From an optimization exercise on the open Yosys and OpenROAD flow, aimed at small area; shortcuts taken in it are not production practice. For this run, only the layout was checked, not whether the RTL still works. No activity file was given, so power comes from the tool's default toggle rates.

--- constraint.sdc ---
create_clock -name core_clock -period 20.0 [get_ports {clk}]
set_input_delay 4.0000 -clock core_clock [delete_from_list [all_inputs] [get_ports {clk}]]
set_output_delay 4.0000 -clock core_clock [all_outputs]
set_load 0.01 [all_outputs]
--- design.v ---
module xy_engine (
    input  wire         clk,
    input  wire         rst,           
    input  wire         cmd_valid,
    input  wire [3:0]   cmd_op,
    input  wire [7:0]   cmd_idx,       
    input  wire [15:0]  cmd_val,       
    input  wire [3:0]   cmd_nr,        
    input  wire [31:0]  cmd_time,      
    input  wire [223:0] cmd_words,     
    input  wire         rx_valid,
    input  wire [7:0]   rx_data,
    output reg          resp_valid,
    output reg          resp_ok,
    output reg  [31:0]  resp_val,
    output reg  [223:0] resp_words,
    output reg          tx_valid,
    output reg  [5:0]   tx_len,
    output reg  [295:0] tx_frame,
    output wire         st_await,
    output wire         st_redirect,
    output wire [1:0]   st_rclass,
    output wire         st_rx_ours,
    output wire         st_errflag,
    output wire         st_exc_valid,
    output wire [7:0]   st_exc_code,
    output wire [4:0]   st_wq_size,
    output wire         st_tx_pending,
    output wire         st_pp_wait,
    output wire         st_preq_pending
);
    localparam N_REGS        = 31;
    localparam WQ_CAP        = 16;
    localparam BANK_WORDS    = 14;
    localparam MAX_PAYLOAD   = 62;
    localparam RXBUF_CAP     = 67;
    localparam TXBUF_CAP     = 37;
    localparam TIMEOUT_TICKS = 3'd4;
    localparam COARSE_MS     = 32'd10;
    localparam PACING_RESET  = 32'd50;
    localparam DEV_ADDR_RST  = 8'h01;
    localparam PRESET_BASE   = 16'h0050;
    localparam PRESET_STRIDE = 16'h0010;
    localparam OP_RDC = 4'h1, OP_ENQ = 4'h2, OP_PRQ = 4'h3, OP_PPL = 4'h4,
               OP_PPS = 4'h5, OP_RCT = 4'h6, OP_FRS = 4'h7, OP_SDA = 4'h8,
               OP_SPI = 4'h9, OP_SFL = 4'hA, OP_ADV = 4'hB, OP_RST = 4'hF;
    localparam RC_NONE = 2'd0, RC_CONFIRM = 2'd1, RC_DATA = 2'd2;
    function [15:0] crc16_byte(input [15:0] c_in, input [7:0] b);
        integer k;
        reg [15:0] c;
        begin
            c = c_in ^ {8'h00, b};
            for (k = 0; k < 8; k = k + 1)
                c = c[0] ? ((c >> 1) ^ 16'hA001) : (c >> 1);
            crc16_byte = c;
        end
    endfunction
    function [63:0] frame8(input [47:0] body);
        integer k;
        reg [15:0] c;
        begin
            c = 16'hFFFF;
            for (k = 0; k < 6; k = k + 1)
                c = crc16_byte(c, body[8*k +: 8]);
            frame8 = {c[15:8], c[7:0], body};
        end
    endfunction
    function [63:0] enc_read(input [7:0] addr, input [15:0] start, input [15:0] count);
        enc_read = frame8({count[7:0], count[15:8], start[7:0], start[15:8], 8'h03, addr});
    endfunction
    function [63:0] enc_write_single(input [7:0] addr, input [7:0] idx, input [15:0] val);
        enc_write_single = frame8({val[7:0], val[15:8], idx, 8'h00, 8'h06, addr});
    endfunction
    function [295:0] enc_write_multiple(input [7:0] addr, input [15:0] start, input [223:0] w);
        integer k;
        reg [279:0] body;    
        reg [15:0] c;
        begin
            body[7:0]   = addr;
            body[15:8]  = 8'h10;
            body[23:16] = start[15:8];
            body[31:24] = start[7:0];
            body[39:32] = 8'h00;
            body[47:40] = BANK_WORDS;
            body[55:48] = 2 * BANK_WORDS;
            for (k = 0; k < BANK_WORDS; k = k + 1) begin
                body[56 + 16*k +: 8] = w[16*k + 8 +: 8];
                body[64 + 16*k +: 8] = w[16*k +: 8];
            end
            c = 16'hFFFF;
            for (k = 0; k < 35; k = k + 1)
                c = crc16_byte(c, body[8*k +: 8]);
            enc_write_multiple = {c[15:8], c[7:0], body};
        end
    endfunction
    function [15:0] bank_addr(input [3:0] nr);
        bank_addr = PRESET_BASE + {12'd0, nr} * PRESET_STRIDE;
    endfunction
    reg [16*N_REGS-1:0]     hreg;
    reg [16*BANK_WORDS-1:0] pbuf;
    reg [24*WQ_CAP-1:0]     wq_mem;      
    reg [3:0]               wq_head;
    reg [4:0]               wq_size;
    reg [8*TXBUF_CAP-1:0]   txbuf;
    reg                     tx_pending;  
    reg [8*RXBUF_CAP-1:0]   rxbuf;
    reg [6:0]               rxlen;
    reg                     await_r, redirect, rx_ours, errflag, exc_valid;
    reg [1:0]               rclass;
    reg [7:0]               exc_code, dev_addr;
    reg [31:0]              pacing, reply_ctr, t_lasttx, t_coarse, pp_snap;
    reg                     skip_unch, refresh_dis;
    reg [2:0]               retry;
    reg                     pp_wait, preq;
    reg [3:0]               pp_nr;
    assign st_await        = await_r;
    assign st_redirect     = redirect;
    assign st_rclass       = rclass;
    assign st_rx_ours      = rx_ours;
    assign st_errflag      = errflag;
    assign st_exc_valid    = exc_valid;
    assign st_exc_code     = exc_code;
    assign st_wq_size      = wq_size;
    assign st_tx_pending   = tx_pending;
    assign st_pp_wait      = pp_wait;
    assign st_preq_pending = preq;
    reg [16*N_REGS-1:0]     n_hreg;
    reg [16*BANK_WORDS-1:0] n_pbuf;
    reg [24*WQ_CAP-1:0]     n_wq_mem;
    reg [3:0]               n_wq_head;
    reg [4:0]               n_wq_size;
    reg [8*TXBUF_CAP-1:0]   n_txbuf;
    reg                     n_tx_pending;
    reg [8*RXBUF_CAP-1:0]   n_rxbuf;
    reg [6:0]               n_rxlen;
    reg                     n_await, n_redirect, n_rx_ours, n_errflag, n_exc_valid;
    reg [1:0]               n_rclass;
    reg [7:0]               n_exc_code, n_dev_addr;
    reg [31:0]              n_pacing, n_reply_ctr, n_t_lasttx, n_t_coarse, n_pp_snap;
    reg                     n_skip_unch, n_refresh_dis;
    reg [2:0]               n_retry;
    reg                     n_pp_wait, n_preq;
    reg [3:0]               n_pp_nr;
    reg                     n_resp_valid, n_resp_ok;
    reg [31:0]              n_resp_val;
    reg [223:0]             n_resp_words;
    reg                     n_tx_valid;
    reg [5:0]               n_tx_len;
    reg [295:0]             n_tx_frame;
    reg [7:0]  fc, bc;
    reg [15:0] w_idx, w_val, rd_val;
    reg        accepted;
    reg [3:0]  slot;
    reg [23:0] entry;
    reg        do_tx;
    reg [63:0] f8;
    integer    i;
    always @* begin
        n_hreg = hreg; n_pbuf = pbuf;
        n_wq_mem = wq_mem; n_wq_head = wq_head; n_wq_size = wq_size;
        n_txbuf = txbuf; n_tx_pending = tx_pending;
        n_rxbuf = rxbuf; n_rxlen = rxlen;
        n_await = await_r; n_redirect = redirect; n_rx_ours = rx_ours;
        n_errflag = errflag; n_exc_valid = exc_valid; n_rclass = rclass;
        n_exc_code = exc_code; n_dev_addr = dev_addr;
        n_pacing = pacing; n_reply_ctr = reply_ctr;
        n_t_lasttx = t_lasttx; n_t_coarse = t_coarse; n_pp_snap = pp_snap;
        n_skip_unch = skip_unch; n_refresh_dis = refresh_dis;
        n_retry = retry; n_pp_wait = pp_wait; n_preq = preq; n_pp_nr = pp_nr;
        n_resp_valid = 1'b0; n_resp_ok = 1'b0; n_resp_val = 32'd0; n_resp_words = 224'd0;
        n_tx_valid = 1'b0; n_tx_len = 6'd0; n_tx_frame = 296'd0;
        fc = 8'd0; bc = 8'd0; w_idx = 16'd0; w_val = 16'd0; rd_val = 16'd0;
        accepted = 1'b0; slot = 4'd0; entry = 24'd0; do_tx = 1'b0; f8 = 64'd0;
        if (cmd_valid) begin
            case (cmd_op)
            OP_RDC: begin
                n_resp_valid = 1'b1;
                n_resp_ok    = 1'b1;
                for (i = 0; i < N_REGS; i = i + 1)
                    if (cmd_idx == i) n_resp_val = {16'd0, hreg[16*i +: 16]};
            end
            OP_ENQ: begin
                n_resp_valid = 1'b1;
                if (wq_size != WQ_CAP) begin
                    slot = wq_head + wq_size[3:0];
                    for (i = 0; i < WQ_CAP; i = i + 1)
                        if (slot == i) n_wq_mem[24*i +: 24] = {cmd_idx, cmd_val};
                    n_wq_size = wq_size + 5'd1;
                    n_resp_ok = 1'b1;
                end
            end
            OP_PRQ: begin
                n_resp_valid = 1'b1;
                if (!pp_wait && cmd_nr <= 4'd9) begin
                    n_pp_nr   = cmd_nr;
                    n_pp_snap = reply_ctr;
                    n_preq    = 1'b1;
                    n_pp_wait = 1'b1;
                    n_resp_ok = 1'b1;
                end
            end
            OP_PPL: begin
                n_resp_valid = 1'b1;
                if (pp_wait && reply_ctr != pp_snap) begin
                    n_resp_ok    = 1'b1;
                    n_resp_val   = {28'd0, pp_nr};
                    n_resp_words = pbuf;
                    n_redirect   = 1'b0;
                    n_preq       = 1'b0;
                    n_pp_wait    = 1'b0;
                end
            end
            OP_PPS: begin
                n_resp_valid = 1'b1;
                if (cmd_nr <= 4'd9) begin
                    n_txbuf      = enc_write_multiple(dev_addr, bank_addr(cmd_nr), cmd_words);
                    n_tx_pending = 1'b1;
                    n_resp_ok    = 1'b1;
                end
            end
            OP_RCT: begin
                n_resp_valid = 1'b1;
                n_resp_ok    = 1'b1;
                n_resp_val   = reply_ctr;
            end
            OP_FRS: begin
                n_resp_valid = 1'b1;
                n_resp_ok    = (reply_ctr != cmd_time);
            end
            OP_SDA: n_dev_addr = cmd_idx;
            OP_SPI: n_pacing   = cmd_time;
            OP_SFL: begin
                n_skip_unch   = cmd_val[0];
                n_refresh_dis = cmd_val[1];
            end
            OP_ADV: begin
                n_rclass  = RC_NONE;
                n_rx_ours = 1'b0;
                if (rxlen >= 7'd5) begin
                    fc = rxbuf[15:8];
                    bc = rxbuf[23:16];
                    if (fc[7]) begin
                        n_exc_valid = 1'b1;
                        n_exc_code  = bc;
                        accepted    = 1'b1;
                    end else if (fc == 8'h03) begin
                        if (bc > MAX_PAYLOAD || bc[0]) begin
                            n_errflag = 1'b1;
                            n_rxlen   = 7'd0;
                        end else if ({1'b0, rxlen} >= 8'd5 + bc) begin
                            for (i = 0; i < BANK_WORDS; i = i + 1)
                                if (redirect && 2*i < bc)
                                    n_pbuf[16*i +: 16] = {rxbuf[8*(3+2*i) +: 8], rxbuf[8*(4+2*i) +: 8]};
                            for (i = 0; i < N_REGS; i = i + 1)
                                if (!redirect && 2*i < bc)
                                    n_hreg[16*i +: 16] = {rxbuf[8*(3+2*i) +: 8], rxbuf[8*(4+2*i) +: 8]};
                            n_redirect = 1'b0;
                            n_rclass   = RC_DATA;
                            accepted   = 1'b1;
                        end
                    end else if (fc == 8'h06) begin
                        if (rxlen >= 7'd8) begin
                            w_idx = {rxbuf[23:16], rxbuf[31:24]};
                            w_val = {rxbuf[39:32], rxbuf[47:40]};
                            for (i = 0; i < N_REGS; i = i + 1)
                                if (w_idx == i) n_hreg[16*i +: 16] = w_val;
                            n_rclass = RC_CONFIRM;
                            accepted = 1'b1;
                        end
                    end else if (fc == 8'h10) begin
                        if (rxlen >= 7'd8) begin
                            n_rclass = RC_CONFIRM;
                            accepted = 1'b1;
                        end
                    end else begin
                        n_errflag = 1'b1;
                        n_rxlen   = 7'd0;
                    end
                    if (accepted) begin
                        n_rx_ours   = (rxbuf[7:0] == dev_addr);
                        n_errflag   = 1'b0;
                        n_await     = 1'b0;
                        n_reply_ctr = reply_ctr + 32'd1;
                        n_rxlen     = 7'd0;
                    end
                end
                if (!n_await) n_retry = TIMEOUT_TICKS;
                if (cmd_time - t_coarse >= COARSE_MS) begin
                    n_t_coarse = cmd_time;
                    if (n_await) begin
                        n_retry = n_retry - 3'd1;
                        if (n_retry == 3'd0) begin
                            n_await     = 1'b0;
                            n_redirect  = 1'b0;
                            n_reply_ctr = n_reply_ctr + 32'd1;
                            n_retry     = TIMEOUT_TICKS;
                            n_rxlen     = 7'd0;
                        end
                    end
                end
                if (!n_await && (cmd_time - t_lasttx >= pacing)) begin
                    if (tx_pending) begin
                        n_tx_pending = 1'b0;
                        n_tx_frame   = txbuf;
                        n_tx_len     = TXBUF_CAP;
                        do_tx        = 1'b1;
                    end else if (wq_size != 5'd0) begin
                        entry = wq_mem[24*wq_head +: 24];
                        n_wq_head = wq_head + 4'd1;
                        n_wq_size = wq_size - 5'd1;
                        for (i = 0; i < N_REGS; i = i + 1)
                            if (entry[23:16] == i) rd_val = n_hreg[16*i +: 16];
                        if (!(skip_unch && rd_val == entry[15:0])) begin
                            f8         = enc_write_single(dev_addr, entry[23:16], entry[15:0]);
                            n_tx_frame = {232'd0, f8};
                            n_tx_len   = 6'd8;
                            do_tx      = 1'b1;
                        end
                    end else if (preq) begin
                        n_preq     = 1'b0;
                        n_redirect = 1'b1;
                        f8         = enc_read(dev_addr, bank_addr(pp_nr), BANK_WORDS);
                        n_tx_frame = {232'd0, f8};
                        n_tx_len   = 6'd8;
                        do_tx      = 1'b1;
                    end else if (!refresh_dis) begin
                        f8         = enc_read(dev_addr, 16'd0, N_REGS);
                        n_tx_frame = {232'd0, f8};
                        n_tx_len   = 6'd8;
                        do_tx      = 1'b1;
                    end
                    if (do_tx) begin
                        n_tx_valid = 1'b1;
                        n_await    = 1'b1;
                        n_t_lasttx = cmd_time;
                        n_rxlen    = 7'd0;
                    end
                end
            end
            OP_RST: begin
                n_hreg = 0; n_pbuf = 0;
                n_wq_head = 4'd0; n_wq_size = 5'd0;
                n_tx_pending = 1'b0; n_rxlen = 7'd0;
                n_await = 1'b0; n_redirect = 1'b0; n_rx_ours = 1'b0;
                n_errflag = 1'b0; n_exc_valid = 1'b0; n_rclass = RC_NONE;
                n_exc_code = 8'h00; n_dev_addr = DEV_ADDR_RST;
                n_pacing = PACING_RESET; n_reply_ctr = 32'd0;
                n_t_lasttx = cmd_time; n_t_coarse = cmd_time; n_pp_snap = 32'd0;
                n_skip_unch = 1'b0; n_refresh_dis = 1'b0;
                n_retry = TIMEOUT_TICKS; n_pp_wait = 1'b0; n_preq = 1'b0; n_pp_nr = 4'd0;
            end
            default: ;
            endcase
        end
        if (rx_valid && n_rxlen < RXBUF_CAP) begin
            for (i = 0; i < RXBUF_CAP; i = i + 1)
                if (n_rxlen == i) n_rxbuf[8*i +: 8] = rx_data;
            n_rxlen = n_rxlen + 7'd1;
        end
    end
    always @(posedge clk) begin
        if (rst) begin
            hreg <= 0; pbuf <= 0;
            wq_head <= 4'd0; wq_size <= 5'd0;
            tx_pending <= 1'b0; rxlen <= 7'd0;
            await_r <= 1'b0; redirect <= 1'b0; rx_ours <= 1'b0;
            errflag <= 1'b0; exc_valid <= 1'b0; rclass <= RC_NONE;
            exc_code <= 8'h00; dev_addr <= DEV_ADDR_RST;
            pacing <= PACING_RESET; reply_ctr <= 32'd0;
            t_lasttx <= 32'd0; t_coarse <= 32'd0; pp_snap <= 32'd0;
            skip_unch <= 1'b0; refresh_dis <= 1'b0;
            retry <= TIMEOUT_TICKS; pp_wait <= 1'b0; preq <= 1'b0; pp_nr <= 4'd0;
            resp_valid <= 1'b0; resp_ok <= 1'b0; resp_val <= 32'd0; resp_words <= 224'd0;
            tx_valid <= 1'b0; tx_len <= 6'd0; tx_frame <= 296'd0;
        end else begin
            hreg <= n_hreg; pbuf <= n_pbuf;
            wq_head <= n_wq_head; wq_size <= n_wq_size;
            tx_pending <= n_tx_pending; rxlen <= n_rxlen;
            await_r <= n_await; redirect <= n_redirect; rx_ours <= n_rx_ours;
            errflag <= n_errflag; exc_valid <= n_exc_valid; rclass <= n_rclass;
            exc_code <= n_exc_code; dev_addr <= n_dev_addr;
            pacing <= n_pacing; reply_ctr <= n_reply_ctr;
            t_lasttx <= n_t_lasttx; t_coarse <= n_t_coarse; pp_snap <= n_pp_snap;
            skip_unch <= n_skip_unch; refresh_dis <= n_refresh_dis;
            retry <= n_retry; pp_wait <= n_pp_wait; preq <= n_preq; pp_nr <= n_pp_nr;
            resp_valid <= n_resp_valid; resp_ok <= n_resp_ok;
            resp_val <= n_resp_val; resp_words <= n_resp_words;
            tx_valid <= n_tx_valid; tx_len <= n_tx_len; tx_frame <= n_tx_frame;
        end
    end
    always @(posedge clk) begin
        wq_mem <= n_wq_mem;
        txbuf  <= n_txbuf;
        rxbuf  <= n_rxbuf;
    end
endmodule
--- config.mk ---
export PLATFORM = sky130hd
export DESIGN_NAME = xy_engine
export DESIGN_NICKNAME = xy_engine
export VERILOG_FILES = /design/flow/design.v
export SDC_FILE = /design/flow/constraint.sdc
export NUM_CORES = 8
export LEC_CHECK = 0
export CAP_MARGIN = 20
export CORE_MARGIN = 2
export CORE_UTILIZATION = 40
export SLEW_MARGIN = 20
--- run.sh ---
#!/bin/bash
# synth_recipe.tcl (not shown) runs the flow's synth.tcl, then flattens the netlist and writes it again
# the make line also repeats each setting of config.mk as NAME=value (left out here)
make -C /OpenROAD-flow-scripts/flow DESIGN_CONFIG=/design/flow/config.mk WORK_HOME=/design/flow/orfs CLKGATE_MAP_FILE= SYNTH_SCRIPT=/design/flow/synth_recipe.tcl finish
==> results.cfg <==
[run_status]
status = finished clean

[detailed_routing]
viasPerCell = 6.480
wirelength_mm = 632.3
drtPass1Iterations = 8
ant_nets = 0
via_count = 115563
initialDrtViolationCount = 19953
wl_per_cell_um = 35.45
drc = 0

[synthesis]
yosys.area.top_type = edfxtp_1
synth.area.top_cells = edfxtp_1 28%, dfxtp_1 24%, nand2_1 4.1%, a21oi_1 4.1%, xnor2_1 3.7%
synthArstFlopShare = 0
ys_types = 95
synth_top_area_frac = 0.2777
yosysSeqAreaShare = 0.5139
synth_flop_cell = dfxtp_1
syn_inst = 12604
synth-edff-count = 1157
ys_warn_count = 1
synth.avg_cell_area_sq_um = 9.927
netlist_area_sq_um = 125100
ys_ff_latch = 2633

[clock_network]
cts_tree = done
cts-resized-gates = 0
holdBufCountCts = 0
cts_buffer_depth = 4
htree_levels = 5
cts_root_buffer = clkbuf_16
cts.sinks = 2633
post_cts_buffers = 0
numCtsBuffers = 299
clk-insertion-delay-late_ps = 960
clk_pin_slew_ps = 60

[sta]
tightest_slew_ps = 1366
fin_tns_setup_ps = 0
skew_ps = 85.02
fmax_mhz = 64.85
period_minus_slack_ps = 15420
slew_headroom = 0.08717
setup_violations = 0
finalMaxSlewViolations = 0
hold_viol_final = 0
fin_crit_sh = 0.7710
rsz0062_at_grt = no

[critical_path]
max_stage_delay_ps = 1180
crit_buf_inv = 2
cp_max_fo = 10
end_kind = flop
r2r_cells = 24
critPathRequiredTime_ps = 20570
r2r-start = wq_head[0]$_SDFFE_PP0P_
start_kind = primary input
critPathLaunch = cmd_time[1]
cp_common_cell = o21ai_0
crit_family = compound AO/OA/AOI/OAI gates
crit_type = in2reg
r2r-end = rxbuf[173]$_DFFE_PP_
slowest_stage = nor3_1
r2r_slack_ps = 6330
critPathArrivalTime_ps = 15990

[grt]
antenna_found_initial = 93
grt_max_degree = 251
grt_pass1_vias = 104218
track_usage = 0.3820
grt_pass1_wl_mm = 856.3
gr-total-overflow = 0

[layout]
areaGrowthSynthToFinish_pct = 19.73
stdcell_area_sq_um = 149800
fin_nets = 13778
multiInputGateArea_sq_um = 57430
final_common_cell = dfxtp_1
seqCellArea_sq_um = 64300
fillCellCount = 29248
final_cell_mix = 1472 x dfxtp_1, 1377 x nand2_1, 1157 x edfxtp_1, 1001 x a21oi_1, 924 x nor2_1
final_layout_size_suffix_gt1_frac = 0.09793

[die]
dieHeight_um = 563.3
initial_core_util = 0.4015
die_area_sq_um = 317300
pin_count = 884
core_area_sq_um = 311600
die_w_um = 563.3
fp-row-count = 205

[pwr]
leakage_nw = 51.26
power.density_nw_per_um2 = 239.2
peakVddDrop_mv = 2.247

[worst_hold_path]
hold_path_end = tx_frame[90]$_SDFF_PP0_
hold-path-cell-count = 1
hp-class = reg2reg
hold_path.startpoint = txbuf[90]$_DFFE_PP_

[placed_design]
port_buffers = 870
dpl_cell_area_sq_um = 139700
gp_congestion = 1.088
place_hpwl_mm = 448.5

[run]
maxCapViolCount = 0
-- sequential cells by signal, indices dropped and copies added (netlist names), 4 cells and up --
register	flops
wq_head	4
resp_val	32
reply_ctr	32
t_coarse	32
wq_size	5
t_lasttx	32
pbuf	224
rxbuf	520
exc_code	8
hreg	496
pacing	32
pp_snap	32
resp_words	224
wq_mem	384
dev_addr	8
rxlen	7
txbuf	253
pp_nr	4
tx_frame	284
-- power breakdown --
part / internal, W / switching, W / leakage (nW) / total (W)
Clock: 0.00311 / 0.00243 / 4.72 / 0.00555
Sequential: 0.00668 / 0.0000604 / 22.3 / 0.00674
Combinational: 0.0106 / 0.0129 / 24.2 / 0.0235
-- how the worst max path moves through the flow --
stage / to / cells past startpoint / slack [ps]
5_1_grt: rxbuf[168]$_DFFE_PP_ / 39 / 4090
2_1_floorplan: rxbuf[256]$_DFFE_PP_ / 37 / 8070
4_1_cts: rxbuf[168]$_DFFE_PP_ / 39 / 5090
3_3_place_gp: rxbuf[168]$_DFFE_PP_ / 39 / 4430
3_5_place_dp: rxbuf[174]$_DFFE_PP_ / 39 / 4260
6_report: rxbuf[173]$_DFFE_PP_ / 39 / 4580
-- cells in the mapped netlist, drive strengths merged, types with 21 or more instances --
master / n
a221o: 38
mux2i: 288
and2: 531
ha: 127
dfxtp: 1476
o21ai: 760
a32o: 25
o21a: 42
o221ai: 56
nor3: 157
edfxtp: 1157
clkbuf: 785
buf: 109
a221oi: 118
inv: 187
nor2b: 36
a21o: 82
nand2b: 47
o22a: 22
or2: 21
nand3: 527
a21oi: 1013
nor4: 69
a22oi: 359
nand2: 1382
and3: 73
or3: 35
xnor2: 575
a21boi: 23
nand4: 73
a211oi: 91
o211ai: 93
xnor3: 30
o31ai: 72
o22ai: 187
mux4: 124
nor2: 961
xor2: 209
a22o: 134
mux2: 49
a2bb2oi: 29
a31oi: 131
-- per-layer routing --
| metal | routed length (um) | vias to the layer above | track usage |
|---|---|---|---|
| li1 | - | 47635 | - |
| met1 | 236200 | 56224 | 0.4868 |
| met2 | 253000 | 9284 | 0.5274 |
| met3 | 91780 | 2366 | 0.1572 |
| met4 | 50700 | 54 | 0.2508 |
| met5 | 549 | - | 0.004367 |
-- stage by stage --
step	hold slack [ps]	worst slack [ps]	util	cells	power (W)
finish	404.4	4580	0.4807	17835	0.03584
global route	421.5	4090	0.4803	17782	0.03650
CTS	403.4	5087	0.4794	17728	0.03597
detailed placement	424.5	4256	0.4481	17183	0.03041
global placement	422.4	4433	0.4481	17182	0.03034
floorplan	408.1	8075	-	12616	0.02845
-- layout make-up --
class	count	area share
sequential	2633	0.4293
tap	4140	0.03458
multi-input combinational	8898	0.3834
clock buffer	396	0.05519
inverter	191	0.004786
antenna	104	0.001737
timing repair buffer	1324	0.08133
clock inverter	149	0.009756
-- worst register-to-register path, stage by stage (launching register included) --
cell,delay [ps]
dfxtp_4,860
buf_4,840
mux4_2,640
mux4_2,610
ha_1,250
nand2b_1,80
buf_4,360
nor2_1,110
nand2_1,680
o21ai_0,280
a211oi_1,1040
o21ai_0,500
a311oi_1,1020
o211ai_1,640
mux2_2,390
and4_1,190
and4bb_1,210
nand4bb_1,670
o21ai_1,410
a21oi_1,300
nand2b_1,300
inv_1,100
ha_1,690
nand2_1,930
nor3_1,1190
-- cells by family after synthesis --
| family | after synthesis | synth area share |
|---|---|---|
| muxes | 461 | 0.04977 |
| and+or+nand+nor | 3987 | 0.1469 |
| DFF | 2633 | 0.5139 |
| other | 1 | 0.00002997 |
| adders and majority gates | 131 | 0.01334 |
| AOI/OAI and AO/OA | 3491 | 0.1785 |
| xor gates and xnor gates | 815 | 0.06415 |
| buffers and inverters | 1085 | 0.03340 |

==> separate check: timing with driven ports <==
The results above use ideal ports. As a check the final layout listed here was re-extracted and re-timed, cells and wires unchanged. Step 1 sets driving cells, clkbuf_16 on the clock port and buf_2 on the other inputs (assumed; they add their load-dependent delay and slew). Step 2 adds t to the input delays and takes it off the output delays; t is the mean of the earliest and latest rising clock arrival at the registers after step 1. Input paths then give back, and output paths get back, about the clock's delay inside the block. Three values: no drivers, after step 1, after step 2; two values: the first two.
t (ns): 1.034
slack for setup (ns): 4.580 / 4.654 / 3.620
worst hold slack (ns): 0.404 / 0.404 / 0.404
latest minus earliest clock arrival (ns): 0.086 / 0.086
pins driven straight from the clock port: 1
After both steps setup and hold are still met in this run. For this run, drivers alone change the setup slack by +0.074 ns; drivers and shift together by -0.960 ns.
